This is an optimization exercise on Yosys and OpenROAD, whose aim is small area, not a production implementation. Where RTL was checked, it was by simulation tests only, not by an equivalence proof against the original. Function not checked in runs 3 to 5: the RTL went through the layout flow alone. Power figures rest on the tool's default switching activity, not on a simulated workload.

<file path="run.sh">
#!/bin/bash
# synth_recipe.tcl (not shown) runs the flow's synth.tcl, then flattens the netlist and writes it again
# the make line also repeats each setting of config.mk as NAME=value (left out here)
make -C /OpenROAD-flow-scripts/flow DESIGN_CONFIG=/design/flow/config.mk WORK_HOME=/design/flow/orfs CLKGATE_MAP_FILE= SYNTH_SCRIPT=/design/flow/synth_recipe.tcl finish
</file>
<file path="config.mk">
export PLATFORM = sky130hd
export DESIGN_NAME = qcore
export DESIGN_NICKNAME = qcore
export VERILOG_FILES = /design/flow/design.v
export SDC_FILE = /design/flow/constraint.sdc
export NUM_CORES = 4
export LEC_CHECK = 0
export CAP_MARGIN = 20
export CORE_MARGIN = 2
export CORE_UTILIZATION = 40
export SETUP_SLACK_MARGIN = 0.5
export SLEW_MARGIN = 20
</file>
<file path="constraint.sdc">
create_clock -name core_clock -period 19.0 [get_ports {clk}]
set_input_delay 3.8000 -clock core_clock [delete_from_list [all_inputs] [get_ports {clk}]]
set_output_delay 3.8000 -clock core_clock [all_outputs]
set_load 0.01 [all_outputs]
</file>
<file path="design.v">
module qcore (
  input              clk,
  input              RESET,       
  input      [15:0]  CMD,
  input      [31:0]  DIN,
  input              CMD_VALID,
  output             READY,
  output reg [31:0]  DOUT,
  output             FAULT,
  output     [3:0]   ERRCODE,
  output reg [15:0]  ERRCMD,
  output     [127:0] MOUT
);
  function [15:0] sat16(input [17:0] x);
    if (!x[17] && x[16:15] != 2'b00)     sat16 = 16'h7FFF;
    else if (x[17] && x[16:15] != 2'b11) sat16 = 16'h8000;
    else                                 sat16 = x[15:0];
  endfunction
  function [31:0] gate_entry(input [2:0] g, input r, input c);
    case (g)
      3'd0: gate_entry = (r != c) ? 32'h7FFF0000 : 32'h00000000;
      3'd1: gate_entry = (r != c) ? 32'h00000000 : (r ? 32'h80000000 : 32'h7FFF0000);
      3'd2: gate_entry = (r & c) ? 32'hA57E0000 : 32'h5A820000;
      3'd5: gate_entry = (r == c) ? 32'h00000000 : (r ? 32'h00007FFF : 32'h00008000);
      3'd6: gate_entry = (r == c) ? 32'h40004000 : 32'h4000C000;
      3'd7: gate_entry = (r == c) ? 32'h4000C000 : 32'h40004000;
      default: gate_entry = 32'h00000000;
    endcase
  endfunction
  reg [32*18-1:0] ring;
  reg [4:0]       ph;
  wire [31:0]     head = ring[31:0];
  reg [15*8-1:0]  scr;
  reg [2:0]       sph;
  wire [14:0]     sc0 = scr[14:0];
  reg [31:0] B0, B1;
  reg [17:0] ACC;
  reg [15:0] R;
  reg        sticky, ssv;
  reg [2:0]  ecode;
  assign ERRCODE = {1'b0, ecode};
  assign FAULT   = |ecode;
  reg        busy;
  assign READY = ~busy;
  reg [4:0]  u;
  reg [3:0]  p;
  reg [4:0]  cnt;
  reg [14:0] mz0, mz1, mz2, mz3, mo0, mo1, mo2, mo3;
  assign MOUT = {1'b0, mz3, 1'b0, mo3, 1'b0, mz2, 1'b0, mo2,
                 1'b0, mz1, 1'b0, mo1, 1'b0, mz0, 1'b0, mo0};
  wire [3:0] opc = CMD[15:12];
  wire [3:0] f2  = CMD[11:8];
  wire [3:0] f1  = CMD[7:4];
  wire [3:0] f0  = CMD[3:0];
  wire gok = (f2 == 4'd0) || (f2 == 4'd1) || (f2 == 4'd2) ||
             (f2 == 4'd5) || (f2 == 4'd6) || (f2 == 4'd7);
  reg [2:0] dec;
  always @* begin
    dec = 3'd0;
    if (opc == 4'hF)
      dec = 3'd1;
    else if (((opc == 4'h0 || opc == 4'h1 || opc == 4'h4 || opc == 4'h8 || opc == 4'h9 ||
               opc == 4'hA || opc == 4'hB || opc == 4'hC || opc == 4'hD) && CMD[11:0] != 12'd0) ||
             (opc == 4'h2 && f1 != 4'd0) ||
             ((opc == 4'h5 || opc == 4'h6 || opc == 4'h7) && CMD[11:4] != 8'd0) ||
             (opc == 4'hE && (f1 != 4'd0 || f0[3:2] != 2'd0)))
      dec = 3'd2;
    else if ((opc == 4'h2 || opc == 4'h3 || opc == 4'hE) && !gok)
      dec = 3'd3;
    else if (((opc == 4'h2 || opc == 4'h3 || opc == 4'h5) && f0[3:2] != 2'd0) ||
             (opc == 4'h3 && f1[3:2] != 2'd0))
      dec = 3'd4;
    else if (opc == 4'h3 && f1 == f0)
      dec = 3'd5;
  end
  wire accept = !busy && CMD_VALID && !FAULT && !RESET;
  wire [3:0] c_opc = ERRCMD[15:12];
  wire [2:0] gs    = ERRCMD[10:8];
  wire [1:0] cq    = ERRCMD[5:4];
  wire [3:0] c_f0  = ERRCMD[3:0];
  wire [1:0] tq    = ERRCMD[1:0];
  reg [3:0] i0;
  always @* begin
    case (tq)
      2'd0: i0 = {p[2:0], 1'b0};
      2'd1: i0 = {p[2:1], 1'b0, p[0]};
      2'd2: i0 = {p[2], 1'b0, p[1:0]};
      default: i0 = {1'b0, p[2:0]};
    endcase
  end
  wire [3:0] i1   = i0 | (4'd1 << tq);
  wire       skip = c_opc[0] && !i0[cq];    
  localparam XA = 3'd0, XB = 3'd1, XC = 3'd2, XD = 3'd3, XR = 3'd4, XS = 3'd5, XK = 3'd6;
  localparam TX = 2'd0, THF = 2'd1, T2X = 2'd2, TZ = 2'd3;
  localparam AACC = 2'd0, AZ = 2'd1, AM1 = 2'd2, AP1 = 2'd3;
  localparam C0 = 3'd0, C1 = 3'd1, CX0 = 3'd2, CNX0 = 3'd3, CNS = 3'd4;
  localparam TKP = 3'd0, TKF = 3'd1, TKN = 3'd2, TKNN = 3'd3, TKMF = 3'd4;
  localparam K1 = 2'd0, KMUL = 2'd1, KPASS = 2'd2, KZERO = 2'd3;
  localparam YC = 2'd0, YD = 2'd1, YK = 2'd2;
  reg [2:0] xsel; reg [1:0] tsel; reg inv; reg [1:0] asel; reg [2:0] csel; reg [2:0] tk;
  reg wph, wsph; reg [4:0] wval;
  reg [1:0] kind; reg [1:0] ysel;
  reg d_acc, d_r, d_dre, d_dim, d_wre, d_wim, d_wfull, d_b1h, d_b0s, d_mout, d_ssv;
  reg done, endunit, first;
  wire [4:0] s0w = {1'b0, i0};
  wire [4:0] s1w = {1'b0, i1};
  wire       lastp = (p[2:0] == 3'd7);
  always @* begin
    xsel = XA; tsel = TZ; inv = 1'b0; asel = AZ; csel = C0; tk = TKP;
    wph = 1'b0; wsph = 1'b0; wval = 5'd0;
    kind = K1; ysel = YC;
    d_acc = 0; d_r = 0; d_dre = 0; d_dim = 0; d_wre = 0; d_wim = 0; d_wfull = 0;
    d_b1h = 0; d_b0s = 0; d_mout = 0; d_ssv = 0;
    done = 1'b0; endunit = 1'b0; first = 1'b0;
    case (c_opc)
      4'h1: begin kind = KZERO; done = 1'b1; end                            
      4'h7, 4'h8, 4'h9: begin                                                
        wph = 1'b1; d_wfull = 1'b1; done = 1'b1;
        wval = (c_opc == 4'h7) ? {1'b0, c_f0} : (c_opc == 4'h8 ? 5'd16 : 5'd17);
      end
      4'h6: case (u)                                                         
        5'd0: begin wph = 1'b1; wval = {1'b0, c_f0}; d_b1h = 1'b1; end
        5'd1: begin xsel = XC; tsel = TX; d_dre = 1'b1; end
        default: begin xsel = XD; tsel = TX; d_dim = 1'b1; done = 1'b1; end
      endcase
      4'h5: case (u)                                                         
        5'd0: begin wsph = 1'b1; wval = {3'b000, c_f0[1:0]}; xsel = XS; tsel = TX; d_dre = 1'b1; end
        default: begin wsph = 1'b1; wval = {3'b001, c_f0[1:0]}; xsel = XS; tsel = TX; d_dim = 1'b1; done = 1'b1; end
      endcase
      4'hE: case (u)                                                         
        5'd0: begin xsel = XK; tsel = TX; d_dre = 1'b1; end
        default: begin xsel = XK; tsel = TX; d_dim = 1'b1; done = 1'b1; end
      endcase
      4'hA: case (u)                                                         
        5'd0: begin wph = 1'b1; wval = 5'd16; d_b1h = 1'b1; end
        5'd1: begin wph = 1'b1; wval = 5'd17; d_b1h = 1'b1; d_b0s = 1'b1; end
        5'd2: begin xsel = XA; tsel = TX; d_acc = 1'b1; end
        5'd3: begin xsel = XC; tsel = TX; asel = AACC; d_dre = 1'b1; end
        5'd4: begin xsel = XB; tsel = TX; d_acc = 1'b1; end
        default: begin xsel = XD; tsel = TX; asel = AACC; d_dim = 1'b1; done = 1'b1; end
      endcase
      4'hB: case (u)                                                         
        5'd0: begin wph = 1'b1; wval = 5'd16; d_b1h = 1'b1; end
        5'd1: begin wph = 1'b1; wval = 5'd17; d_b1h = 1'b1; d_b0s = 1'b1; end
        5'd2: begin kind = KMUL; xsel = XB; ysel = YD; end
        5'd3: begin asel = AACC; d_r = 1'b1; end
        5'd4: begin kind = KMUL; xsel = XA; ysel = YC; end
        5'd5: begin xsel = XR; tsel = TX; inv = 1'b1; csel = C1; asel = AACC; d_dre = 1'b1; end
        5'd6: begin kind = KMUL; xsel = XB; ysel = YC; end
        5'd7: begin asel = AACC; d_r = 1'b1; end
        5'd8: begin kind = KMUL; xsel = XA; ysel = YD; end
        default: begin xsel = XR; tsel = TX; asel = AACC; d_dim = 1'b1; done = 1'b1; end
      endcase
      4'hC: case (u)                                                         
        5'd0: begin wph = 1'b1; wval = 5'd16; d_b1h = 1'b1; end
        5'd1: begin xsel = XC; tsel = TX; d_dre = 1'b1; end
        default: begin xsel = XD; tsel = TX; inv = 1'b1; csel = C1; d_dim = 1'b1; done = 1'b1; end
      endcase
      4'hD: case (u)                                                         
        5'd0: begin wph = 1'b1; wval = 5'd16; d_b1h = 1'b1; end
        5'd1: begin kind = KMUL; xsel = XC; ysel = YC; end
        5'd2: begin asel = AACC; d_r = 1'b1; end
        5'd3: begin kind = KMUL; xsel = XD; ysel = YD; end
        5'd4: begin xsel = XR; tsel = TX; asel = AACC; d_dre = 1'b1; end
        default: begin d_dim = 1'b1; done = 1'b1; end
      endcase
      4'h4: case (u)                                                         
        5'd0: begin wph = 1'b1; wval = {1'b0, p}; d_b1h = 1'b1; end
        5'd1: begin kind = KMUL; xsel = XC; ysel = YC; end
        5'd2: begin kind = KPASS; xsel = XS; first = (p == 4'd0); end
        5'd3: begin kind = KMUL; xsel = XD; ysel = YD; end
        5'd4: begin kind = KPASS; xsel = XS; endunit = (p != 4'd15); end
        default: begin wsph = 1'b1; wval = 5'd0; d_mout = 1'b1; done = 1'b1; end
      endcase
      4'h2, 4'h3: begin                                                      
        if (u == 5'd0) begin
          if (skip) begin done = lastp; endunit = !lastp; end
          else begin wph = 1'b1; wval = s0w; d_b1h = 1'b1; end
        end else if (u == 5'd1) begin
          wph = 1'b1; wval = s1w; d_b1h = 1'b1; d_b0s = 1'b1;
        end else begin
          case (gs)
            3'd0, 3'd1, 3'd5: begin                                          
              wph = 1'b1; wval = u[0] ? s1w : s0w; d_wre = !u[2]; d_wim = u[2];
              tsel = TX;
              case ({gs[2], gs[0], u[1:0]})
                4'b0010: begin tk = TKF; xsel = XC; end
                4'b0011: begin tk = TKF; xsel = XA; end
                4'b0000: begin tk = TKF; xsel = XD; end
                4'b0001: begin tk = TKF; xsel = XB; end
                4'b0110: begin tk = TKF; xsel = XA; end
                4'b0111: begin tk = TKN; xsel = XC; end
                4'b0100: begin tk = TKF; xsel = XB; end
                4'b0101: begin tk = TKN; xsel = XD; end
                4'b1110: begin tk = TKNN; xsel = XD; end
                4'b1111: begin tk = TKMF; xsel = XB; end
                4'b1100: begin tk = TKN;  xsel = XC; end
                default: begin tk = TKF;  xsel = XA; end
              endcase
              done = (u == 5'd5) && lastp; endunit = (u == 5'd5) && !lastp;
            end
            3'd2: case (u)                                                   
              5'd2: begin kind = KMUL; xsel = XC; ysel = YK; end
              5'd3: begin asel = AACC; d_r = 1'b1; d_ssv = 1'b1; end
              5'd4: begin kind = KMUL; xsel = XA; ysel = YK; end
              5'd5: begin wph = 1'b1; wval = s0w; xsel = XR; tsel = TX; asel = AACC; d_wre = 1'b1; end
              5'd6: begin wph = 1'b1; wval = s1w; xsel = XR; tsel = TX; inv = 1'b1; csel = CNS; asel = AACC; d_wre = 1'b1; end
              5'd7: begin kind = KMUL; xsel = XD; ysel = YK; end
              5'd8: begin asel = AACC; d_r = 1'b1; d_ssv = 1'b1; end
              5'd9: begin kind = KMUL; xsel = XB; ysel = YK; end
              5'd10: begin wph = 1'b1; wval = s0w; xsel = XR; tsel = TX; asel = AACC; d_wim = 1'b1; end
              default: begin wph = 1'b1; wval = s1w; xsel = XR; tsel = TX; inv = 1'b1; csel = CNS; asel = AACC; d_wim = 1'b1;
                             done = lastp; endunit = !lastp; end
            endcase
            default: begin                                                   
              tsel = THF;
              case (u[1:0])
                2'd2: begin xsel = XA; d_acc = 1'b1; end
                2'd3: begin xsel = XB; asel = AACC; d_acc = 1'b1; end
                2'd0: begin xsel = XC; asel = AACC; d_acc = 1'b1; end
                default: begin xsel = XD; asel = AACC; wph = 1'b1; end
              endcase
              case (u)
                5'd3:  begin inv = 1'b1; csel = C1; end
                5'd5:  begin csel = CX0; wval = gs[0] ? s1w : s0w; d_wre = 1'b1; end
                5'd7:  begin csel = CX0; end
                5'd9:  begin inv = 1'b1; csel = C1; wval = gs[0] ? s0w : s1w; d_wre = 1'b1; end
                5'd12: begin inv = 1'b1; csel = CNX0; end
                5'd13: begin wval = gs[0] ? s1w : s0w; d_wim = 1'b1; end
                5'd14: begin inv = 1'b1; csel = CNX0; end
                5'd17: begin wval = gs[0] ? s0w : s1w; d_wim = 1'b1; done = lastp; endunit = !lastp; end
                default: ;
              endcase
            end
          endcase
        end
      end
      default: done = 1'b1;                                                  
    endcase
  end
  wire [31:0] kg = gate_entry(gs, c_f0[1], c_f0[0]);
  reg  [15:0] X;
  always @* begin
    case (xsel)
      XA: X = B0[31:16];
      XB: X = B0[15:0];
      XC: X = B1[31:16];
      XD: X = B1[15:0];
      XR: X = R;
      XS: X = {1'b0, sc0};
      default: X = u[0] ? kg[15:0] : kg[31:16];
    endcase
  end
  wire x_gt0 = !X[15] && (X != 16'd0);
  wire x_eq8 = (X == 16'h8000);
  reg  [15:0] Yw;
  always @* begin
    case (ysel)
      YC: Yw = B1[31:16];
      YD: Yw = B1[15:0];
      default: Yw = 16'h5A82;
    endcase
  end
  wire [2:0] kstep = cnt[2:0];
  wire [16:0] yx = {Yw, 1'b0};
  wire [2:0] trip = yx[{kstep, 1'b0} +: 3];
  wire b_neg  = trip[2] && !(trip[1] && trip[0]);
  wire b_zero = (trip == 3'b000) || (trip == 3'b111);
  wire b_two  = (trip == 3'b011) || (trip == 3'b100);
  reg [1:0] tsel_e, asel_e; reg inv_e, cin_e;
  always @* begin
    tsel_e = tsel; asel_e = asel; inv_e = inv;
    case (csel)
      C1:   cin_e = 1'b1;
      CX0:  cin_e = X[0];
      CNX0: cin_e = !X[0];
      CNS:  cin_e = !ssv;
      default: cin_e = 1'b0;
    endcase
    if (kind == KMUL) begin
      tsel_e = b_zero ? TZ : (b_two ? T2X : TX);
      inv_e  = b_neg; cin_e = b_neg;
      asel_e = (kstep == 3'd0) ? AZ : AACC;
    end else if (kind == KPASS) begin
      tsel_e = first ? TZ : TX;
      asel_e = (p[sph[1:0]] == sph[2]) ? AACC : AZ;
      inv_e = 1'b0; cin_e = 1'b0;
    end else begin
      case (tk)
        TKF:  begin asel_e = x_gt0 ? AM1 : AZ; inv_e = 1'b0; cin_e = x_eq8; end
        TKN:  begin asel_e = AZ; inv_e = 1'b1; cin_e = 1'b1; end
        TKNN: begin asel_e = AZ; inv_e = 1'b0; cin_e = x_eq8; end
        TKMF: begin asel_e = x_gt0 ? AP1 : (x_eq8 ? AM1 : AZ); inv_e = 1'b1; cin_e = 1'b1; end
        default: ;
      endcase
    end
  end
  reg [17:0] T;
  always @* begin
    case (tsel_e)
      TX:  T = {{2{X[15]}}, X};
      THF: T = {{3{X[15]}}, X[15:1]};
      T2X: T = {X[15], X, 1'b0};
      default: T = 18'd0;
    endcase
  end
  reg [17:0] Aop;
  always @* begin
    case (asel_e)
      AACC: Aop = ACC;
      AM1:  Aop = 18'h3FFFF;
      AP1:  Aop = 18'd1;
      default: Aop = 18'd0;
    endcase
  end
  wire [17:0] Bop  = inv_e ? ~T : T;
  wire [17:0] sum  = Aop + Bop + {17'd0, cin_e};
  wire [15:0] wsum = sat16(sum);
  wire [17:0] sum2 = {{2{sum[17]}}, sum[17:2]};
  wire [15:0] msat = sat16({sum[17], sum[17:1]});
  wire cond  = (!wph || ph == wval) && (!wsph || sph == wval[2:0]);
  wire fire  = busy && cond;
  wire kend  = (kind == KZERO) ? (cnt == 5'd17) : (cnt[2:0] == 3'd7);
  wire multi = (kind != K1);
  wire sdone = fire && (!multi || kend);
  wire zw = fire && (kind == KZERO) && !ph[4];
  wire [15:0] t_re = (fire && d_wfull) ? B1[31:16] :
                     (fire && d_wre)   ? wsum :
                     zw                ? {1'b0, {15{ph[3:0] == 4'd0}}} : head[31:16];
  wire [15:0] t_im = (fire && d_wfull) ? B1[15:0] :
                     (fire && d_wim)   ? wsum :
                     zw                ? 16'd0 : head[15:0];
  wire [14:0] sc7 = (fire && kind == KPASS) ? wsum[14:0] : sc0;
  always @(posedge clk) begin
    ring <= {t_re, t_im, ring[32*18-1:32]};
    scr  <= {sc7, scr[15*8-1:15]};
    if (RESET) begin
      ph  <= 5'd0;
      sph <= 3'd0;
    end else begin
      ph  <= (ph == 5'd17) ? 5'd0 : ph + 5'd1;
      sph <= sph + 3'd1;
    end
  end
  always @(posedge clk) begin
    if (RESET) begin
      busy   <= 1'b0;
      ecode  <= 3'd0;
      ERRCMD <= 16'd0;
    end else if (!busy) begin
      if (CMD_VALID && !FAULT) begin
        ERRCMD <= CMD;
        if (dec != 3'd0) ecode <= dec;
        else begin
          busy <= 1'b1;
          u    <= 5'd0;
          p    <= 4'd0;
          cnt  <= 5'd0;
        end
      end
    end else if (fire) begin
      if (multi && !kend)
        cnt <= cnt + 5'd1;
      else begin
        cnt <= 5'd0;
        if (done) begin
          busy   <= 1'b0;
          ERRCMD <= 16'd0;
        end else if (endunit) begin
          u <= 5'd0;
          p <= p + 4'd1;
        end else
          u <= u + 5'd1;
      end
    end
  end
  always @(posedge clk) begin
    if (accept) B1 <= DIN;
    else if (fire && d_b1h) B1 <= head;
    if (fire && d_b0s) B0 <= B1;
    if (fire && kind == KMUL) begin
      ACC    <= (kstep == 3'd7) ? {{2{msat[15]}}, msat} : sum2;
      sticky <= ((kstep == 3'd0) ? 1'b0 : sticky) | ((kstep == 3'd7) ? sum[0] : (sum[1] | sum[0]));
    end else if (fire && d_acc)
      ACC <= sum;
    if (fire && d_ssv) ssv <= sticky;
    if (fire && d_r)   R <= wsum;
    if (fire && d_dre) DOUT[31:16] <= wsum;
    if (fire && d_dim) DOUT[15:0]  <= wsum;
    if (fire && d_mout) begin
      mz0 <= scr[15*0 +: 15]; mz1 <= scr[15*1 +: 15]; mz2 <= scr[15*2 +: 15]; mz3 <= scr[15*3 +: 15];
      mo0 <= scr[15*4 +: 15]; mo1 <= scr[15*5 +: 15]; mo2 <= scr[15*6 +: 15]; mo3 <= scr[15*7 +: 15];
    end
  end
endmodule
</file>
==> out/metrics.cfg, run 1 <==
[timing]
setup_viol=0
min_period_ps=11350
drv_slew=0
grt_setup_unrepaired=false
worst_slack_ps=7650
finClkSkew_ps=44.2
setup_tns_ps=0
relSlewSlack_pct=23.8
worstMarginPinSlew_ps=1130
fmax_mhz=88.1
hold_viol_final=0
fin_crit_sh_pct=59.7

[worst_setup_path]
path_class=reg -> reg
cp.buffers_inverters=2
crit_family=compound AO/OA/AOI/OAI gates
cp_common_cell=o21ai_0
worstSetupPathDepth=33
endpoint=DOUT[5]
r2r-start=u[0]
r2r_cells=33
worstPathArrival_ps=11710
required_ps=19360
startpoint=u[0]
rr_endpoint=DOUT[5]
r2r_setup_slack_ps=7650
start_kind=flip-flop
path_max_fanout=29
endpoint_kind=flip-flop
crit_path_max_incr_delay_ps=1000
cp_slowest_cell=nor2_1

[yosys]
yosysTopAreaCell=dfxtp_1
synth_area_leaders=dfxtp_1, edfxtp_1, a21oi_1, ha_1, nand2_1
synth-seq-cells=1001
muxShareOfSynthArea_pct=3.27
synth_top_cell_area_share_pct=46.4
avgSynthCellArea_um2=13.1
yosys.area_share.simple_pct=7.98
synthArstFlopShare_pct=0
syn_inst=2420
synth_fa_ha_area_share_pct=1.82
yosys_warnings=1
synth_compound_gate_area_share_pct=10.8
synth-edff-count=266
synth_cell_types=97
synth_xor_area_share_pct=1.85
synth_ff_type=dfxtp_1
yosysSeqAreaShare_pct=71.6
syn_area_um2=31700
synth_top_family_by_area=compound AO/OA/AOI/OAI gates

[route]
ant_nets=0
wl_per_cell_um=22.7
drc=0
vias=19500
drt_pre_antenna_iters=5
routed_wl_um=85800
drtIter0Drc=1693
routed_via_density=5.16

[clock_tree]
hold_buffers=0
path_clk_slew_ps=60
root_buffer=clkbuf_16
cts_tree=done
h-tree-depth=3
cts_buffer_depth=3
cts_setup_buffers=0
cts.sinks=1001
clock_latency_ps=670
cts_resized=0
cts-buffers-inserted=95

[final_layout]
utilization_pct=48.7
final_common_cell=dfxtp_1
n_fill_cell=6824
final_cell_mix=dfxtp_1, edfxtp_1, clkdlybuf4s50_1, a21oi_1, nand2_1
area_delta_synth_final_pct=21.0
drive_gt1_share_pct=11.2
finalNetCount=2748

[placement]
dp_hpwl_um=61800
pre_cts_slack_ps=7710
portBuffers=223
place.gp.congestion=0.946

[power]
powerDensity_nw_per_um2=119
switching_share_pct=23.6
p_switching_w=0.00108
fin_total_pwr_w=0.00457
seqPwrFrac_pct=50.3
internal-power_w=0.00349
clkPwrFrac_pct=42.0
p_leak_nw=14.2
pwr-share-comb_pct=7.7
peakVddDrop_v=0.0000980

[floorplanning]
core-area_um2=78700
die-height_um=286
die-area_um2=81500
start_util_pct=40.3
core.rowCount=103
io_pins=233
dieWidth_um=286

[grt]
grt_start_max_net_pins=72
grt_pass1_vias=19200
grt.total_usage_pct=20.7
grt_antenna_before_repair=4
grt_pass1_wl_um=126000
grt-ovfl-total=0

[hold_path]
hp-class=reg -> reg

[outcome]
status=finished clean

[run]
maxCapViolations=0

[metal layers]
| layer | wire length [um] | share of wire [%] | GRT usage, % | vias up |
|---|---|---|---|---|
| met3 | 5420 | 6.3 | 4.00 | 111 |
| met2 | 38200 | 44 | 31.7 | 683 |
| li1 | - | - | - | 9088 |
| met5 | 0 | 0 | 0 | - |
| met1 | 40500 | 47 | 30.0 | 9648 |
| met4 | 1760 | 2.0 | 5.35 | 0 |
[cells in the mapped netlist (all sizes together), types with 43 or more instances]
library cell and number:
nand2 141, nand3 70, clkbuf 82, edfxtp 266
o21ai 124, dfxtp 735, inv 65, ha 43
a21oi 150, nor3 43, nor2 116, mux2 45
buf 49
[power groups by stage]
stage | clock network [W] | registers (W) | logic (W)
floorplan | 0 | 0.00233 | 0.000223
global placement | 0 | 0.00235 | 0.000342
detailed placement | 0 | 0.00235 | 0.000348
CTS | 0.00196 | 0.00230 | 0.000349
global route | 0.00205 | 0.00231 | 0.000380
finish | 0.00192 | 0.00230 | 0.000353
[registers in the layout, summed over array words and instances (netlist names), 16 cells and up, named ones only]
name,count
ACC,18
B0,32
B1,32
DOUT,32
ERRCMD,16
R,16
ring,576
scr,120
[layout make-up]
class | count | area, um^2 | share of cell area [%]
Clock buffer | 140 | 2870 | 7.48
Tap cell | 1050 | 1310 | 3.42
Sequential cell | 1001 | 22700 | 59.2
Timing Repair Buffer | 258 | 2490 | 6.50
Multi-Input combinational cell | 1230 | 8290 | 21.6
Clock inverter | 37 | 435 | 1.14
Inverter | 66 | 248 | 0.646
Antenna cell | 1 | 2.50 | 0.00652
[stage by stage]
step / instances / hold WS [ps] / area (um^2)
5_1_grt: 3782 / 315 / 38400
4_1_cts: 3782 / 307 / 38300
3_5_place_dp: 3605 / 312 / 35000
3_3_place_gp: 3605 / 310 / 35000
6_report: 3783 / 306 / 38400
2_1_floorplan: 2428 / 310 / 31700
[cell families after synthesis]
family | count (synthesis)
and+or+nand+nor | 507
AOI/OAI and AO/OA | 517
buffers and inverters | 197
adders and majority gates | 45
DFF | 1001
xor gates and xnor gates | 66
other | 1
muxes | 86
[how the worst min path moves through the flow]
stage | startpoint | end | cells past startpoint
final | ring[365] | ring[333] | 0
after global routing | ring[457] | ring[425] | 0
after CTS | ring[365] | ring[333] | 0
after detailed placement | ring[208] | ring[176] | 0
after global placement | ring[139] | ring[107] | 0
after floorplan | ring[32] | ring[0] | 0
==> run 2, diff against run 1 <==
==> flow/run.sh (new file) <==
#!/bin/bash
set -euo pipefail
export BUFFER_PORTS_ARGS="-buffer_cell sky130_fd_sc_hd__buf_1"
bash ./standard.sh > standard_flow.log 2>&1
==> standard.sh (new file) <==
#!/bin/bash
# synth_recipe.tcl (not shown) runs the flow's synth.tcl, then flattens the netlist and writes it again
# the make line also repeats each setting of config.mk as NAME=value (left out here)
make -C /OpenROAD-flow-scripts/flow DESIGN_CONFIG=/design/flow/config.mk WORK_HOME=/design/flow/orfs CLKGATE_MAP_FILE= SYNTH_SCRIPT=/design/flow/synth_recipe.tcl "${@:-finish}"
--- a/config.mk
+++ b/config.mk
@@ -9,3 +9,4 @@
 export CORE_MARGIN = 2
-export CORE_UTILIZATION = 40
+export CORE_UTILIZATION = 60
+export CTS_BUF_LIST = sky130_fd_sc_hd__clkbuf_4
 export SETUP_SLACK_MARGIN = 0.5
removed: run.sh
==> run 2 against run 1 <==
Total power down 5.9%. Clock-buffer cell count up 202. Critical path depth up 1. Critical path type unchanged. Highest routed layer unchanged. Largest cell class unchanged. Clock power down 14%. Die area down 33%. Global-route usage up 8.9 points. Hold slack worse by 17 ps. Via count up 6.0%. Utilization up 20 points. Non-clock buffer count down 3. Sequential share of layout area up 3.7 points. Clock skew up 23 ps.
==> out/metrics.cfg, run 2 <==
[yosys]
synth-seq-cells=1001  ; unchanged
syn_area_um2=31700  ; unchanged
yosysSeqAreaShare_pct=71.6  ; unchanged
synth_cell_types=97  ; unchanged
yosysTopAreaCell=dfxtp_1
synthArstFlopShare_pct=0  ; unchanged
yosys_warnings=1  ; unchanged
synth-edff-count=266  ; unchanged
synth_most_common_cell=dfxtp_1
synth_area_leaders=dfxtp_1, edfxtp_1, a21oi_1, ha_1, nand2_1
syn_inst=2420  ; unchanged
avgSynthCellArea_um2=13.1  ; unchanged
ys_top_cells_by_count=dfxtp_1, edfxtp_1, a21oi_1, nand2_1, nor2_1
synth_ff_type=dfxtp_1
synth_top_cell_area_share_pct=46.4  ; unchanged

[run]
maxCapViolations=0  ; unchanged

[hold_path]
hp-start=ring[38]
hold_depth=0  ; unchanged
hp-class=reg -> reg
min_to=ring[6]

[final_layout]
largest_register_ffs=576  ; unchanged
top_register=ring
area_delta_synth_final_pct=13.9
largestRegisters=ring (576), scr (120)
final_cell_mix=dfxtp_1, clkbuf_4, edfxtp_1, buf_1, a21oi_1
drive_gt1_share_pct=17.4  ; +6.2 points
finalNetCount=2868  ; +4.4%
final_cell_area_um2=36100  ; -5.8%
final_common_cell=dfxtp_1

[worst_setup_path]
required_ps=19820  ; +460 ps
path_class=reg -> reg
r2r-start=u[0]
path_max_fanout=29  ; unchanged
r2r_setup_slack_ps=7430  ; -220 ps
crit_path_max_incr_delay_ps=950  ; -50 ps
worstPathArrival_ps=12380  ; +670 ps
endpoint_kind=flip-flop
crit_family=compound AO/OA/AOI/OAI gates
start_kind=flip-flop
cp.buffers_inverters=2  ; unchanged
rr_endpoint=ring[547]
cp_common_cell=o21ai_0
cp_slowest_cell=edfxtp_1
r2r_cells=34  ; +3.0%

[floorplanning]
core.rowCount=84  ; -18%
dieWidth_um=234  ; -18%
die-height_um=234  ; -18%
start_util_pct=60.4  ; +20 points
die-area_um2=54700  ; -33%
core-area_um2=52400  ; -33%
io_pins=233  ; unchanged

[timing]
setup_tns_ps=0  ; unchanged
worstMarginPinSlew_ps=1040  ; -95.1 ps
setup_viol=0  ; unchanged
fmax_mhz=86.4  ; -1.9%
grt_setup_unrepaired=false
min_period_ps=11570  ; +218 ps
finClkSkew_ps=67.3  ; +23.0 ps
hold_viol_final=0  ; unchanged
fin_crit_sh_pct=60.9  ; +1.1 points
drv_slew=0  ; unchanged
relSlewSlack_pct=30.5  ; +6.6 points

[placement]
dp_hpwl_um=56000  ; -9.3%
placed_cell_area_um2=33200  ; -5.4%
place.gp.congestion=0.998  ; +5.5%
portBuffers=223  ; unchanged

[power]
pwr-share-comb_pct=8.2  ; +0.5 points
powerDensity_nw_per_um2=119  ; about the same
switching_share_pct=25.1  ; +1.5 points
p_leak_nw=13.7  ; -3.8%
seqPwrFrac_pct=53.5  ; +3.2 points
clkPwrFrac_pct=38.3  ; -3.7 points
internal-power_w=0.00322  ; -7.6%
peakVddDrop_v=0.0000893  ; -8.9%
p_switching_w=0.00108  ; about the same

[outcome]
status=finished clean

[grt]
grt_start_max_net_pins=71  ; -1.4%
grt_antenna_before_repair=2  ; -2
grt.total_usage_pct=29.6  ; +8.9 points
grt_pass1_wl_um=120000  ; -4.9%
grt-ovfl-total=0  ; unchanged
grt_pass1_vias=20300  ; +5.7%

[clock_tree]
cts_buffer_depth=3  ; unchanged
clock_latency_ps=1050  ; +380 ps
h-tree-depth=4  ; +1
path_clk_slew_ps=70  ; about the same
cts_resized=0  ; unchanged
cts_setup_buffers=0  ; unchanged
hold_buffers=0  ; unchanged
cts_tree=done
cts.sinks=1001  ; unchanged
cts-buffers-inserted=218  ; +130%
root_buffer=clkbuf_4

[route]
drt_pre_antenna_iters=5  ; unchanged
drc=0  ; unchanged
routed_via_density=5.69  ; +10%
ant_nets=0  ; unchanged
drtIter0Drc=2188  ; +29%
wl_per_cell_um=22.1  ; -2.4%
routed_wl_um=80500  ; -6.2%
vias=20700  ; +6.0%

-- run 2: cell counts after synthesis --
No cell type changed its count.
-- run 2: through the flow --
| stage | hold WS, ps | std cells | setup WS (ps) | total power (W) | utilization (%) |
|---|---|---|---|---|---|
| final | 289 | 3637 | 7430 | 0.00430 | 68.9 |
| after floorplan | 310 | 2428 | 3210 | 0.00255 | - |
| after global placement | 310 | 3239 | 8050 | 0.00269 | 63.2 |
| after CTS | 283 | 3633 | 7720 | 0.00434 | 68.8 |
| after global routing | 295 | 3635 | 6740 | 0.00448 | 68.9 |
| after detailed placement | 312 | 3239 | 7810 | 0.00269 | 63.2 |
-- run 2: kinds of logic (layout without fill, tap and decap cells) --
kind of cell    count (synthesis)  count (layout)  share of synthesized area, %
fa+ha+maj                      45              45                          1.82
other cells                     1              12                        0.0118
buf+inv                       197             715                          2.64
mux                            86              86                          3.27
xor+xnor                       66              66                          1.85
compound gates                517             517                          10.8
simple gates                  507             507                          7.98
flops                        1001            1001                          71.6
-- run 2: worst max-delay path by stage --
| stage | from | to | slack, ps | cells after the start |
|---|---|---|---|---|
| global route | u[0] | ACC[12] | 6740 | 31 |
| detailed placement | u[0] | DOUT[13] | 7810 | 34 |
| finish | u[0] | ring[547] | 7430 | 34 |
| CTS | u[0] | R[13] | 7720 | 34 |
| floorplan | u[1] | mo0[0] | 3210 | 16 |
| global placement | u[0] | DOUT[18] | 8050 | 34 |
-- run 2: layout make-up --
| cell class | instances | area (um^2) |
|---|---|---|
| Sequential cell | 1001 | 22700 |
| Fill cell | 3631 | 16300 |
| Multi-Input combinational cell | 1230 | 8290 |
| Clock buffer | 342 | 2570 |
| Timing Repair Buffer | 255 | 1080 |
| Tap cell | 688 | 861 |
| Clock inverter | 52 | 359 |
| Inverter | 66 | 248 |
| Antenna cell | 3 | 7.51 |
-- run 2: power groups by stage --
stage | clock network, W | registers [W] | logic (W)
floorplan | 0 | 0.00233 | 0.000223
global placement | 0 | 0.00235 | 0.000339
detailed placement | 0 | 0.00235 | 0.000342
CTS | 0.00170 | 0.00230 | 0.000344
global route | 0.00180 | 0.00231 | 0.000376
finish | 0.00165 | 0.00230 | 0.000353
-- run 2: worst reg2reg max path, delay by kind of cell (launching register included) --
kind                     cells  cell delay, ps
adder cells (fa/ha/maj)      3            1490
buffers and inverters        2             340
AND/OR/NAND/NOR             10            2970
AO/OA/AOI/OAI               17            4880
flip-flops                   1             950
XOR/XNOR                     1             400
multiplexers                 1             360
-- run 2: metal layers --
metal / global-route usage [%] / up-vias / routed length (um)
met1: 40.6 / 10100 / 34700
met2: 46.0 / 959 / 37500
li1: - / 9495 / -
met5: 0 / - / 0
met3: 7.04 / 152 / 6190
met4: 11.0 / 0 / 2080
==> run 3, diff against run 2 <==
--- a/design.v
+++ b/design.v
@@ -46,3 +46,3 @@
   reg [3:0]  p;
-  reg [4:0]  cnt;
+  reg [2:0]  cnt;
   reg [14:0] mz0, mz1, mz2, mz3, mo0, mo1, mo2, mo3;
@@ -97,3 +97,3 @@
   localparam TKP = 3'd0, TKF = 3'd1, TKN = 3'd2, TKNN = 3'd3, TKMF = 3'd4;
-  localparam K1 = 2'd0, KMUL = 2'd1, KPASS = 2'd2, KZERO = 2'd3;
+  localparam K1 = 2'd0, KMUL = 2'd1, KPASS = 2'd2;
   localparam YC = 2'd0, YD = 2'd1, YK = 2'd2;
@@ -102,3 +102,3 @@
   reg [1:0] kind; reg [1:0] ysel;
-  reg d_acc, d_r, d_dre, d_dim, d_wre, d_wim, d_wfull, d_b1h, d_b0s, d_mout, d_ssv;
+  reg d_acc, d_r, d_dre, d_dim, d_wre, d_wim, d_b1h, d_b0s, d_mout, d_ssv;
   reg done, endunit, first;
@@ -111,3 +111,3 @@
     kind = K1; ysel = YC;
-    d_acc = 0; d_r = 0; d_dre = 0; d_dim = 0; d_wre = 0; d_wim = 0; d_wfull = 0;
+    d_acc = 0; d_r = 0; d_dre = 0; d_dim = 0; d_wre = 0; d_wim = 0;
     d_b1h = 0; d_b0s = 0; d_mout = 0; d_ssv = 0;
@@ -115,5 +115,8 @@
     case (c_opc)
-      4'h1: begin kind = KZERO; done = 1'b1; end                            
+      4'h1: case (u)                                                         
+        5'd0: begin wph = 1'b1; wval = {1'b0, p}; d_wre = 1'b1; d_wim = 1'b1; endunit = (p != 4'd15); end
+        default: begin wph = 1'b1; wval = 5'd0; xsel = XK; tsel = T2X; d_wre = 1'b1; done = 1'b1; end
+      endcase
       4'h7, 4'h8, 4'h9: begin                                                
-        wph = 1'b1; d_wfull = 1'b1; done = 1'b1;
+        wph = 1'b1; xsel = u[0] ? XD : XC; tsel = TX; d_wre = !u[0]; d_wim = u[0]; done = u[0];
         wval = (c_opc == 4'h7) ? {1'b0, c_f0} : (c_opc == 4'h8 ? 5'd16 : 5'd17);
@@ -240,3 +243,3 @@
   end
-  wire [31:0] kg = gate_entry(gs, c_f0[1], c_f0[0]);
+  wire [31:0] kg = gate_entry(c_opc[2] ? gs : 3'd6, c_f0[1], c_f0[0]);    
   reg  [15:0] X;
@@ -263,3 +266,3 @@
   end
-  wire [2:0] kstep = cnt[2:0];
+  wire [2:0] kstep = cnt;
   wire [16:0] yx = {Yw, 1'b0};
@@ -322,12 +325,7 @@
   wire fire  = busy && cond;
-  wire kend  = (kind == KZERO) ? (cnt == 5'd17) : (cnt[2:0] == 3'd7);
+  wire kend  = (cnt == 3'd7);
   wire multi = (kind != K1);
   wire sdone = fire && (!multi || kend);
-  wire zw = fire && (kind == KZERO) && !ph[4];
-  wire [15:0] t_re = (fire && d_wfull) ? B1[31:16] :
-                     (fire && d_wre)   ? wsum :
-                     zw                ? {1'b0, {15{ph[3:0] == 4'd0}}} : head[31:16];
-  wire [15:0] t_im = (fire && d_wfull) ? B1[15:0] :
-                     (fire && d_wim)   ? wsum :
-                     zw                ? 16'd0 : head[15:0];
+  wire [15:0] t_re = (fire && d_wre) ? wsum : head[31:16];
+  wire [15:0] t_im = (fire && d_wim) ? wsum : head[15:0];
   wire [14:0] sc7 = (fire && kind == KPASS) ? wsum[14:0] : sc0;
@@ -357,3 +355,3 @@
           p    <= 4'd0;
-          cnt  <= 5'd0;
+          cnt  <= 3'd0;
         end
@@ -362,5 +360,5 @@
       if (multi && !kend)
-        cnt <= cnt + 5'd1;
+        cnt <= cnt + 3'd1;
       else begin
-        cnt <= 5'd0;
+        cnt <= 3'd0;
         if (done) begin
==> flow/run.sh (replaced) <==
#!/bin/bash
set -euo pipefail
export BUFFER_PORTS_ARGS="-buffer_cell sky130_fd_sc_hd__buf_1"
export CTS_ARGS="-sink_clustering_enable -repair_clock_nets -buf_list sky130_fd_sc_hd__clkbuf_4 -sink_clustering_size 10 -sink_clustering_max_diameter 50 -dont_use_dummy_load"
bash ./standard.sh > standard_flow.log 2>&1
--- a/config.mk
+++ b/config.mk
@@ -10,3 +10,2 @@
 export CORE_UTILIZATION = 60
-export CTS_BUF_LIST = sky130_fd_sc_hd__clkbuf_4
 export SETUP_SLACK_MARGIN = 0.5
==> run 3 against run 2 <==
Synthesized cell count up 1.9%. Final area down 5.0%. Clock skew up 20 ps. Wire length up 2.2%. Fmax up 1.1%. Global-route usage about the same. Worst setup slack better by 120 ps. Largest cell class unchanged. Largest power group unchanged.
==> out/metrics.cfg, run 3 <==
[outcome]
status=finished clean

[timing]
fin_crit_sh_pct=60.2  ; -0.65 points
setup_tns_ps=0  ; unchanged
min_period_ps=11450  ; -123 ps
drv_slew=0  ; unchanged
grt_setup_unrepaired=false
hold_viol_final=0  ; unchanged
worstMarginPinSlew_ps=1080  ; +44.5 ps
setup_viol=0  ; unchanged
relSlewSlack_pct=27.4  ; -3.0 points
fmax_mhz=87.4  ; +1.1%
finClkSkew_ps=87.2  ; +19.9 ps

[grt]
grt_pass1_vias=19400  ; -4.2%
grt_start_max_net_pins=90  ; +27%
grt_antenna_before_repair=5  ; +3
grt-ovfl-total=0  ; unchanged
grt.total_usage_pct=29.5  ; about the same
grt_pass1_wl_um=123000  ; +2.3%

[clock_tree]
hold_buffers=0  ; unchanged
root_buffer=clkbuf_4
cts.sinks=999  ; -0.20%
clock_latency_ps=910  ; -140 ps
cts_tree=done
h-tree-depth=3  ; -1
cts_resized=0  ; unchanged
cts_buffer_depth=3  ; unchanged
cts_setup_buffers=0  ; unchanged
path_clk_slew_ps=100  ; +30 ps
cts-buffers-inserted=114  ; -48%

[final_layout]
top_register=ring
largest_register_ffs=576  ; unchanged
final_cell_mix=dfxtp_1, edfxtp_1, buf_1, nor2_1, nand2_1
stdcell_count=3414  ; -6.1%
multi_input_area_um2=8600  ; +3.7%
finalNetCount=2819  ; -1.7%
drive_gt1_share_pct=10.2  ; -7.2 points
n_fill_cell=3873  ; +6.7%
final_common_cell=dfxtp_1
area_delta_synth_final_pct=7.31
largestRegisters=ring (576), scr (120)
ff_latch_area_um2=22600  ; -0.26%

[route]
drtIter0Drc=2294  ; +4.8%
drt_pre_antenna_iters=6  ; +1
drc=0  ; unchanged
routed_wl_um=82300  ; +2.2%
ant_nets=0  ; unchanged
wl_per_cell_um=24.1  ; +8.9%
vias=20300  ; -1.8%
routed_via_density=5.95  ; +4.6%

[power]
switching_share_pct=26.3  ; +1.3 points
p_leak_nw=12.5  ; -8.6%
clkPwrFrac_pct=24.0  ; -14 points
peakVddDrop_v=0.0000816  ; -8.6%
fin_total_pwr_w=0.00363  ; -16%
pwr-share-comb_pct=13.5  ; +5.3 points
p_switching_w=0.000956  ; -11%
seqPwrFrac_pct=62.5  ; +9.0 points
internal-power_w=0.00267  ; -17%
powerDensity_nw_per_um2=106  ; -11%

[placement]
portBuffers=223  ; unchanged
dp_cells=3296  ; +1.8%
place.gp.congestion=0.983  ; -1.5%
dp_hpwl_um=60300  ; +7.5%

[worst_setup_path]
r2r-start=u[0]
startpoint=u[0]
endpoint_kind=flip-flop
required_ps=19520  ; -300 ps
crit_path_max_incr_delay_ps=910  ; -40 ps
worstPathArrival_ps=11970  ; -410 ps
r2r_setup_slack_ps=7550  ; +120 ps
r2r_cells=29  ; -15%
path_max_fanout=24  ; -17%
worstSetupPathDepth=29  ; -15%
rr_endpoint=DOUT[30]
cp_slowest_cell=edfxtp_1
start_kind=flip-flop
cp.buffers_inverters=2  ; unchanged
path_class=reg -> reg
endpoint=DOUT[30]
crit_family=compound AO/OA/AOI/OAI gates
cp_common_cell=nand2_1

[hold_path]
hp-class=reg -> reg

[yosys]
syn_inst=2465  ; +1.9%
yosysTopAreaCell=dfxtp_1
synth_ff_type=dfxtp_1
synth_most_common_cell=dfxtp_1
ys_top_cells_by_count=dfxtp_1, edfxtp_1, nor2_1, nand2_1, a21oi_1
yosysSeqAreaShare_pct=70.8  ; -0.77 points
synth-edff-count=264  ; -0.75%
synth-seq-cells=999  ; -0.20%
synth_top_cell_area_share_pct=46.0  ; -0.38 points
synth_cell_types=115  ; +19%
synth_area_leaders=dfxtp_1, edfxtp_1, a21oi_1, nor2_1, nand2_1
yosys_warnings=1  ; unchanged
syn_area_um2=32000  ; +0.82%
avgSynthCellArea_um2=13.0  ; -1.0%
synthArstFlopShare_pct=0  ; unchanged

[floorplanning]
start_util_pct=60.7  ; +0.26 points
die-area_um2=55100  ; +0.81%
core.rowCount=84  ; unchanged
core-area_um2=52700  ; +0.40%
io_pins=233  ; unchanged
die-height_um=235  ; +0.40%
dieWidth_um=235  ; +0.40%

[run]
maxCapViolations=0  ; unchanged

==> run 3: how the worst min path moves through the flow <==
stage          startpoint         to  slack, ps  cells past startpoint
2_1_floorplan    ring[32]    ring[0]        310                      0
3_3_place_gp     ring[82]   ring[50]        310                      0
3_5_place_dp    ring[252]  ring[220]        310                      0
4_1_cts         ring[167]  ring[135]        250                      0
5_1_grt         ring[167]  ring[135]        260                      0
6_report        ring[167]  ring[135]        260                      0
==> run 3: cell families (layout without fill, tap and decap cells) <==
| family | Yosys count | count (layout) | share of synthesized area (%) |
|---|---|---|---|
| DFF | 999 | 999 | 70.8 |
| adders and majority gates | 44 | 44 | 1.75 |
| other | 1 | 11 | 0.0117 |
| xor gates and xnor gates | 60 | 60 | 1.69 |
| and+or+nand+nor | 630 | 630 | 9.68 |
| muxes | 81 | 81 | 2.92 |
| buffers and inverters | 175 | 426 | 2.61 |
| AOI/OAI and AO/OA | 475 | 475 | 10.5 |
==> run 3: metal layers <==
| metal | wire length [um] | global-route usage, % |
|---|---|---|
| met3 | 7500 | 6.32 |
| met5 | 22 | 0 |
| met1 | 35200 | 42.2 |
| met2 | 36600 | 44.3 |
| met4 | 2960 | 11.9 |
==> run 3: power by group through the flow <==
| stage | logic [W] | clock network, W | registers, W |
|---|---|---|---|
| 2_1_floorplan | 0.000337 | 0 | 0.00230 |
| 4_1_cts | 0.000471 | 0.000900 | 0.00227 |
| 3_3_place_gp | 0.000461 | 0 | 0.00231 |
| 6_report | 0.000488 | 0.000873 | 0.00227 |
| 3_5_place_dp | 0.000469 | 0 | 0.00232 |
| 5_1_grt | 0.000520 | 0.000978 | 0.00227 |
==> run 3: area by class of cell <==
type | count | share of cell area [%]
Timing Repair Buffer | 257 | 3.30
Antenna cell | 2 | 0.0146
Tap cell | 688 | 2.51
Sequential cell | 999 | 66.0
Clock buffer | 114 | 2.50
Inverter | 55 | 0.602
Multi-Input combinational cell | 1299 | 25.1
==> run 3: stage by stage <==
stage | instance area, um^2 | util, % | hold slack, ps | setup WS (ps)
2_1_floorplan | 32000 | - | 310 | 9600
3_3_place_gp | 33400 | 63.4 | 310 | 8240
3_5_place_dp | 33400 | 63.4 | 312 | 7990
4_1_cts | 34200 | 65.0 | 249 | 7880
5_1_grt | 34300 | 65.1 | 263 | 6920
6_report | 34300 | 65.1 | 261 | 7550
==> run 3: worst register-to-register path, delay by kind of cell, from the launching register on <==
kind	cells	cell delay [ps]
compound gates	12	4120
simple gates	10	2960
flops	1	910
fa+ha+maj	2	1040
buf+inv	2	840
xor+xnor	1	390
mux	2	780
==> run 4, diff against run 3 <==
--- a/design.v
+++ b/design.v
@@ -267,3 +267,4 @@
   wire [2:0] kstep = cnt;
-  wire [16:0] yx = {Yw, 1'b0};
+  wire        yfix = x_eq8 && (Yw == 16'h8000);
+  wire [16:0] yx = {Yw[15:1], Yw[0] | yfix, 1'b0};
   wire [2:0] trip = yx[{kstep, 1'b0} +: 3];
@@ -319,6 +320,15 @@
   wire [17:0] Bop  = inv_e ? ~T : T;
-  wire [17:0] sum  = Aop + Bop + {17'd0, cin_e};
+  wire [18:0] cy;
+  wire [17:0] sum;
+  assign cy[0] = cin_e;
+  genvar gi;
+  generate
+    for (gi = 0; gi < 18; gi = gi + 1) begin : g_add
+      assign sum[gi]  = Aop[gi] ^ Bop[gi] ^ cy[gi];
+      assign cy[gi+1] = (Aop[gi] & Bop[gi]) | (cy[gi] & (Aop[gi] ^ Bop[gi]));
+    end
+  endgenerate
   wire [15:0] wsum = sat16(sum);
   wire [17:0] sum2 = {{2{sum[17]}}, sum[17:2]};
-  wire [15:0] msat = sat16({sum[17], sum[17:1]});
+  wire [17:0] sum1 = {sum[17], sum[17:1]};
   wire cond  = (!wph || ph == wval) && (!wsph || sph == wval[2:0]);
@@ -379,3 +389,3 @@
     if (fire && kind == KMUL) begin
-      ACC    <= (kstep == 3'd7) ? {{2{msat[15]}}, msat} : sum2;
+      ACC    <= (kstep == 3'd7) ? sum1 : sum2;
       sticky <= ((kstep == 3'd0) ? 1'b0 : sticky) | ((kstep == 3'd7) ? sum[0] : (sum[1] | sum[0]));
==> flow/run.sh (replaced) <==
#!/bin/bash
# The standard layout (standard.sh) with three changes to how the layout is made:
#  - ABC maps the logic with an area-oriented script (flow/abc_area.script, selected by
#    ABC_AREA=1) instead of one that buffers and upsizes; registers are untouched;
#  - the port buffers are the smallest buffer cell;
#  - the clock tree uses clkbuf_4 leaf clusters and no dummy loads.
set -euo pipefail
rm -rf ./scripts_local
cp -r "$FLOW_HOME/scripts" ./scripts_local
cp ./flow/abc_area.script ./scripts_local/abc_area.script
export SCRIPTS_DIR="$PWD/scripts_local"
export BUFFER_PORTS_ARGS="-buffer_cell sky130_fd_sc_hd__buf_1"
export CTS_ARGS="-sink_clustering_enable -repair_clock_nets -buf_list sky130_fd_sc_hd__clkbuf_4 -sink_clustering_size 8 -sink_clustering_max_diameter 40 -dont_use_dummy_load"
bash ./standard.sh > standard_flow.log 2>&1
==> flow/abc_area.script (new file) <==
strash
dch -f
map -a
mfs2
strash
dch -f
map -a
topo
--- a/config.mk
+++ b/config.mk
@@ -7,2 +7,3 @@
 export LEC_CHECK = 0
+export ABC_AREA = 1
 export CAP_MARGIN = 20
==> run 4 against run 3 <==
Still clean. Register-to-register slack worse by 5600 ps. Combinational power up 7.4%. Total power up 4.7%. Synthesized area down 8.8%.
==> out/metrics.cfg, run 4 <==
[clock_tree]
cts_resized=0  ; unchanged
hold_buffers=0  ; unchanged
cts_setup_buffers=0  ; unchanged
clock_latency_ps=970  ; +60 ps
cts_tree=done
path_clk_slew_ps=90  ; about the same
root_buffer=clkbuf_4
cts-buffers-inserted=148  ; +30%
cts.sinks=999  ; unchanged
h-tree-depth=4  ; +1
cts_buffer_depth=3  ; unchanged

[outcome]
status=finished clean

[worst_setup_path]
cp_slowest_cell=edfxtp_1
worstPathArrival_ps=17690  ; +5720 ps
crit_path_max_incr_delay_ps=550  ; -360 ps
path_max_fanout=16  ; -33%
path_class=reg -> reg
cp.buffers_inverters=20  ; +18
crit_family=adder cells
start_kind=flip-flop
required_ps=19650  ; +130 ps
endpoint_kind=flip-flop

[timing]
relSlewSlack_pct=23.3  ; -4.1 points
finClkSkew_ps=80.2  ; -6.94 ps
hold_viol_final=0  ; unchanged
setup_tns_ps=0  ; unchanged
grt_setup_unrepaired=false
setup_viol=0  ; unchanged
worstMarginPinSlew_ps=1140  ; +54.0 ps
fmax_mhz=58.7  ; -33%
min_period_ps=17040  ; +5600 ps
fin_crit_sh_pct=89.7  ; +29 points
drv_slew=0  ; unchanged
whs_ps=258  ; -2.56 ps

[final_layout]
area_delta_synth_final_pct=10.3
utilization_pct=67.2  ; +2.1 points
ff_latch_area_um2=22600  ; unchanged
largest_register_ffs=576  ; unchanged
stdcell_count=3224  ; -5.6%
multi_input_area_um2=5700  ; -34%
finalNetCount=2699  ; -4.3%
n_fill_cell=3298  ; -15%
drive_gt1_share_pct=8.68  ; -1.5 points
final_common_cell=dfxtp_1
final_cell_mix=dfxtp_1, edfxtp_1, clkinv_1, nor2_1, buf_1
largestRegisters=ring (576), scr (120)
top_register=ring

[placement]
place.gp.congestion=0.982  ; about the same
portBuffers=223  ; unchanged
dp_hpwl_um=53700  ; -11%
dp_cells=3071  ; -6.8%

[route]
vias=18100  ; -11%
routed_via_density=5.62  ; -5.6%
ant_nets=0  ; unchanged
drt_pre_antenna_iters=6  ; unchanged
routed_wl_um=73900  ; -10%
wl_per_cell_um=22.9  ; -5.0%
drc=0  ; unchanged
drtIter0Drc=1759  ; -23%

[floorplanning]
dieWidth_um=224  ; -4.4%
io_pins=233  ; unchanged
core.rowCount=80  ; -4.8%
die-area_um2=50400  ; -8.7%
core-area_um2=47800  ; -9.1%
start_util_pct=60.9  ; +0.22 points
die-height_um=224  ; -4.4%

[power]
peakVddDrop_v=0.0000953  ; +17%
p_leak_nw=12.0  ; -4.4%
fin_total_pwr_w=0.00380  ; +4.7%
powerDensity_nw_per_um2=118  ; +12%

[hold_path]
hp-class=reg -> reg

[yosys]
yosysSeqAreaShare_pct=77.7  ; +6.8 points
synth_fa_ha_area_share_pct=2.20  ; +0.44 points
synth_compound_gate_area_share_pct=8.36  ; -2.1 points
synth_area_leaders=dfxtp_1, edfxtp_1, clkinv_1, nor2_1, a21oi_1
synth_xor_area_share_pct=0.691  ; -1.0 points
synth-seq-cells=999  ; unchanged
synth_cell_types=46  ; -60%
synth_most_common_cell=dfxtp_1
syn_inst=2210  ; -10%
synthArstFlopShare_pct=0  ; unchanged
synth_ff_type=dfxtp_1
yosysTopAreaCell=dfxtp_1
synth_top_cell_area_share_pct=50.5  ; +4.4 points
syn_area_um2=29100  ; -8.8%
yosys.area_share.simple_pct=6.61  ; -3.1 points
avgSynthCellArea_um2=13.2  ; +1.7%
yosys_warnings=1  ; unchanged
synth_top_family_by_area=compound AO/OA/AOI/OAI gates
ys_top_cells_by_count=dfxtp_1, edfxtp_1, clkinv_1, nor2_1
muxShareOfSynthArea_pct=1.27  ; -1.7 points
synth-edff-count=264  ; unchanged

[run]
maxCapViolations=0  ; unchanged

[grt]
grt_antenna_before_repair=5  ; unchanged
grt_pass1_wl_um=110000  ; -11%
grt_start_max_net_pins=90  ; unchanged
grt_pass1_vias=18000  ; -7.4%
grt.total_usage_pct=29.8  ; +0.27 points
grt-ovfl-total=0  ; unchanged

[run 4: cell count changes after synthesis, sizes merged, moves of 20 or more]
cell / delta
nand3: -42
nor2: +41
mux2i: -29
clkinv: +226
nor3: -29
a22oi: +39
nand2b: -20
clkbuf: -60
and3: -23
xnor2: -26
buf: -50
nor2b: -23
inv: -53
[run 4: cell families after synthesis]
family	Yosys count
compound gates	406
xor+xnor	23
fa+ha+maj	41
buf+inv	238
flops	999
mux	33
other cells	1
simple gates	469
[run 4: stage by stage]
stage	setup slack, ps	cell area, um^2
after floorplan	4610	29200
after global routing	766	32100
final	1960	32100
after global placement	1950	31000
after detailed placement	1740	31000
after CTS	1700	32100
[run 4: report_power, final]
part           switching (W)  leakage, nW  internal (W)  total, W
logic               0.000384         2.74      0.000139  0.000524
clock network       0.000622        0.681      0.000358  0.000980
registers          0.0000271         8.56       0.00227   0.00230
[run 4: final cells by class]
| class | count | area share (%) |
|---|---|---|
| antenna | 4 | 0.0311 |
| clock buffer | 148 | 3.46 |
| inverter | 228 | 2.66 |
| multi-input combinational | 981 | 17.7 |
| sequential | 999 | 70.4 |
| tap | 615 | 2.39 |
| timing repair buffer | 249 | 3.31 |
[run 4: final timing paths]
path | slack, ps | end | start | cells past startpoint
worst min-delay path | 260 | ring[450] | ring[482] | 0
worst max register to register | 1960 | R[3] | u[0] | 66
worst min register to register | 260 | ring[450] | ring[482] | 0
worst max-delay path | 1960 | R[3] | u[0] | 66
[run 4: routing by layer]
layer / up-vias / global-route usage (%) / part of all wire [%]
li1: 8337 / - / -
met1: 8759 / 41.0 / 43
met2: 881 / 46.7 / 46
met3: 137 / 7.51 / 8.3
met4: 0 / 9.96 / 2.7
met5: - / 0 / 0
==> run 5, diff against run 4 <==
--- a/flow/run.sh
+++ b/flow/run.sh
@@ -12,3 +12,3 @@
 export BUFFER_PORTS_ARGS="-buffer_cell sky130_fd_sc_hd__buf_1"
-export CTS_ARGS="-sink_clustering_enable -repair_clock_nets -buf_list sky130_fd_sc_hd__clkbuf_4 -sink_clustering_size 8 -sink_clustering_max_diameter 40 -dont_use_dummy_load"
+export CTS_ARGS="-sink_clustering_enable -repair_clock_nets -buf_list sky130_fd_sc_hd__clkbuf_4 -sink_clustering_size 6 -sink_clustering_max_diameter 30 -dont_use_dummy_load"
 bash ./standard.sh > standard_flow.log 2>&1
==> run 5 against run 4 <==
Final cell count up 1.4%. First-iteration DRC count increased by 5.7%. Critical path depth unchanged. Worst setup slack lost 220 ps. Clock skew grew 13 ps. Die area stayed put. Largest cell class unchanged. Largest power group unchanged.
==> out/metrics.cfg, run 5 <==
[outcome]
status=finished clean

[floorplanning]
die-height_um=224  ; unchanged
core-area_um2=47800  ; unchanged
dieWidth_um=224  ; unchanged
io_pins=233  ; unchanged
core.rowCount=80  ; unchanged
die-area_um2=50400  ; unchanged
start_util_pct=60.9  ; unchanged

[yosys]
avgSynthCellArea_um2=13.2  ; unchanged
synth-edff-count=264  ; unchanged
synthArstFlopShare_pct=0  ; unchanged
synth_ff_type=dfxtp_1
ys_top_cells_by_count=dfxtp_1, edfxtp_1, clkinv_1, nor2_1
syn_area_um2=29100  ; unchanged
synth_area_leaders=dfxtp_1, edfxtp_1, clkinv_1, nor2_1, a21oi_1
synth_most_common_cell=dfxtp_1
yosys_warnings=1  ; unchanged
yosysTopAreaCell=dfxtp_1
synth-seq-cells=999  ; unchanged
yosysSeqAreaShare_pct=77.7  ; unchanged
synth_cell_types=46  ; unchanged
syn_inst=2210  ; unchanged
synth_top_cell_area_share_pct=50.5  ; unchanged

[grt]
grt.total_usage_pct=30.7  ; +0.90 points
grt_pass1_vias=18500  ; +2.7%
grt-ovfl-total=0  ; unchanged
grt_antenna_before_repair=5  ; unchanged
grt_start_max_net_pins=90  ; unchanged
grt_pass1_wl_um=113000  ; +2.9%

[placement]
portBuffers=223  ; unchanged
placed_cell_area_um2=31000  ; unchanged
place.gp.congestion=0.982  ; unchanged
dp_hpwl_um=53700  ; unchanged

[final_layout]
top_register=ring
final_cell_area_um2=32500  ; +1.1%
largest_register_ffs=576  ; unchanged
drive_gt1_share_pct=10.3  ; +1.6 points
final_common_cell=dfxtp_1
largestRegisters=ring (576), scr (120)
multi_input_area_um2=5700  ; unchanged
area_delta_synth_final_pct=11.5
final_cell_mix=dfxtp_1, edfxtp_1, clkinv_1, nor2_1, buf_1
ff_latch_area_um2=22600  ; unchanged
n_fill_cell=3266  ; -0.97%
finalNetCount=2745  ; +1.7%

[clock_tree]
cts-buffers-inserted=194  ; +31%
root_buffer=clkbuf_4
cts_buffer_depth=3  ; unchanged
clock_latency_ps=1010  ; +40 ps
hold_buffers=0  ; unchanged
cts.sinks=999  ; unchanged
cts_tree=done
h-tree-depth=4  ; unchanged
path_clk_slew_ps=70  ; -20 ps

[route]
drc=0  ; unchanged
routed_wl_um=76400  ; +3.3%
ant_nets=0  ; unchanged
wl_per_cell_um=23.4  ; +2.0%
routed_via_density=5.65  ; +0.49%
vias=18500  ; +1.9%
drtIter0Drc=1860  ; +5.7%
drt_pre_antenna_iters=6  ; unchanged

[hold_path]
hp-class=reg -> reg

[power]
p_leak_nw=12.2  ; +1.8%
powerDensity_nw_per_um2=122  ; +3.3%
peakVddDrop_v=0.000104  ; +9.4%

[worst_setup_path]
cp.buffers_inverters=20  ; unchanged
required_ps=19660  ; about the same
endpoint_kind=flip-flop
crit_family=adder cells
path_class=reg -> reg
cp_slowest_cell=a21oi_1
crit_path_max_incr_delay_ps=580  ; +30 ps
path_max_fanout=16  ; unchanged
start_kind=flip-flop
worstPathArrival_ps=17920  ; +230 ps

[timing]
setup_viol=0  ; unchanged
setup_tns_ps=0  ; unchanged
fmax_mhz=57.9  ; -1.3%
grt_setup_unrepaired=false
hold_viol_final=0  ; unchanged
drv_slew=0  ; unchanged
min_period_ps=17260  ; +220 ps
fin_crit_sh_pct=90.9  ; +1.2 points
relSlewSlack_pct=24.9  ; +1.5 points
finClkSkew_ps=93.5  ; +13.3 ps
worstMarginPinSlew_ps=1110  ; -24.9 ps

[run]
maxCapViolations=0  ; unchanged

run 5: cell types whose count changed in the layout (fill, tap and decap cells not counted), sizes merged:
cell / delta
diode: -2
clkbuf: +46
run 5: worst register-to-register path: cells and delay by family (launching register included):
family          cells  cell delay (ps)
compound gates      7             2140
simple gates       18             3670
fa+ha+maj          19             6660
flops               1              550
xor+xnor            2              390
buf+inv            20             3530
run 5: layout make-up:
type,count,area share (%)
tap,615,2.37
timing repair buffer,249,3.27
antenna,2,0.0154
multi-input combinational,981,17.5
inverter,228,2.63
sequential,999,69.7
clock buffer,194,4.48
run 5: cells by family after synthesis:
family          after synthesis  synth area share [%]
fa+ha+maj                    41                  2.20
simple gates                469                  6.61
xor+xnor                     23                 0.691
flops                       999                  77.7
compound gates              406                  8.36
mux                          33                  1.27
buf+inv                     238                  3.18
other cells                   1                0.0129
run 5: per-layer routing:
layer	track usage [%]	routed length [um]	vias to the layer above
met1	41.7	32700	8873
met5	0	0	-
met2	48.7	35700	973
met4	10.6	2100	0
met3	7.63	5920	175
li1	-	-	8431
run 5: final timing paths:
| kind | start | to | slack, ps | cells past startpoint |
|---|---|---|---|---|
| max | u[0] | R[3] | 1740 | 66 |
| min | ring[194] | ring[162] | 280 | 0 |
| max reg2reg | u[0] | R[3] | 1740 | 66 |
| min reg2reg | ring[194] | ring[162] | 280 | 0 |
run 5: power breakdown:
group | internal (W) | switching [W]
Clock | 0.000465 | 0.000671
Sequential | 0.00227 | 0.0000279
Combinational | 0.000139 | 0.000392
Total | 0.00288 | 0.00109
run 5: metrics by stage:
stage | util (%) | power, W | hold slack (ps) | setup slack, ps | instances
2_1_floorplan | - | 0.00264 | 310 | 4610 | 2218
3_3_place_gp | 64.7 | 0.00282 | 310 | 1950 | 3070
3_5_place_dp | 64.8 | 0.00285 | 312 | 1740 | 3071
4_1_cts | 67.8 | 0.00398 | 275 | 1540 | 3265
5_1_grt | 67.9 | 0.00411 | 273 | 673 | 3268
6_report | 67.9 | 0.00397 | 280 | 1740 | 3268
run 5: timing repair:
action,4_1_cts,5_1_grt
setup buffers,0,0
setup endpoints to repair,0,25
resized for setup,0,2

-- what the ideal ports hide --
No port has a modelled driver above. Below, the same layouts with a new extraction and two added sets of constraints. Step 1: set_driving_cell puts a clkbuf_16 on clk and a buf_2 on each other input, an assumption about the parent block. Step 2 also shifts input and output timing later by t, the mid clock arrival at the registers, as if the neighbouring blocks saw the same clock. a / b / c = ideal / step 1 / step 2; a / b = the first two.
| run | t, ns | setup WS [ns] | hold slack, ns | latest minus earliest clock arrival (ns) |
|---|---|---|---|---|
| run 1 | 0.708 | 7.650 / 7.650 / 7.650 | 0.306 / 0.306 / 0.306 | 0.045 / 0.044 |
| run 2 | 1.075 | 7.431 / 7.431 / 7.431 | 0.289 / 0.289 / 0.289 | 0.068 / 0.067 |
| run 3 | 0.917 | 7.554 / 7.554 / 7.554 | 0.261 / 0.261 / 0.261 | 0.089 / 0.089 |
| run 4 | 0.988 | 1.957 / 1.957 / 1.957 | 0.258 / 0.258 / 0.258 | 0.081 / 0.080 |
| run 5 | 1.017 | 1.737 / 1.737 / 1.737 | 0.280 / 0.280 / 0.280 | 0.094 / 0.094 |
After both steps every run listed still meets setup and hold.
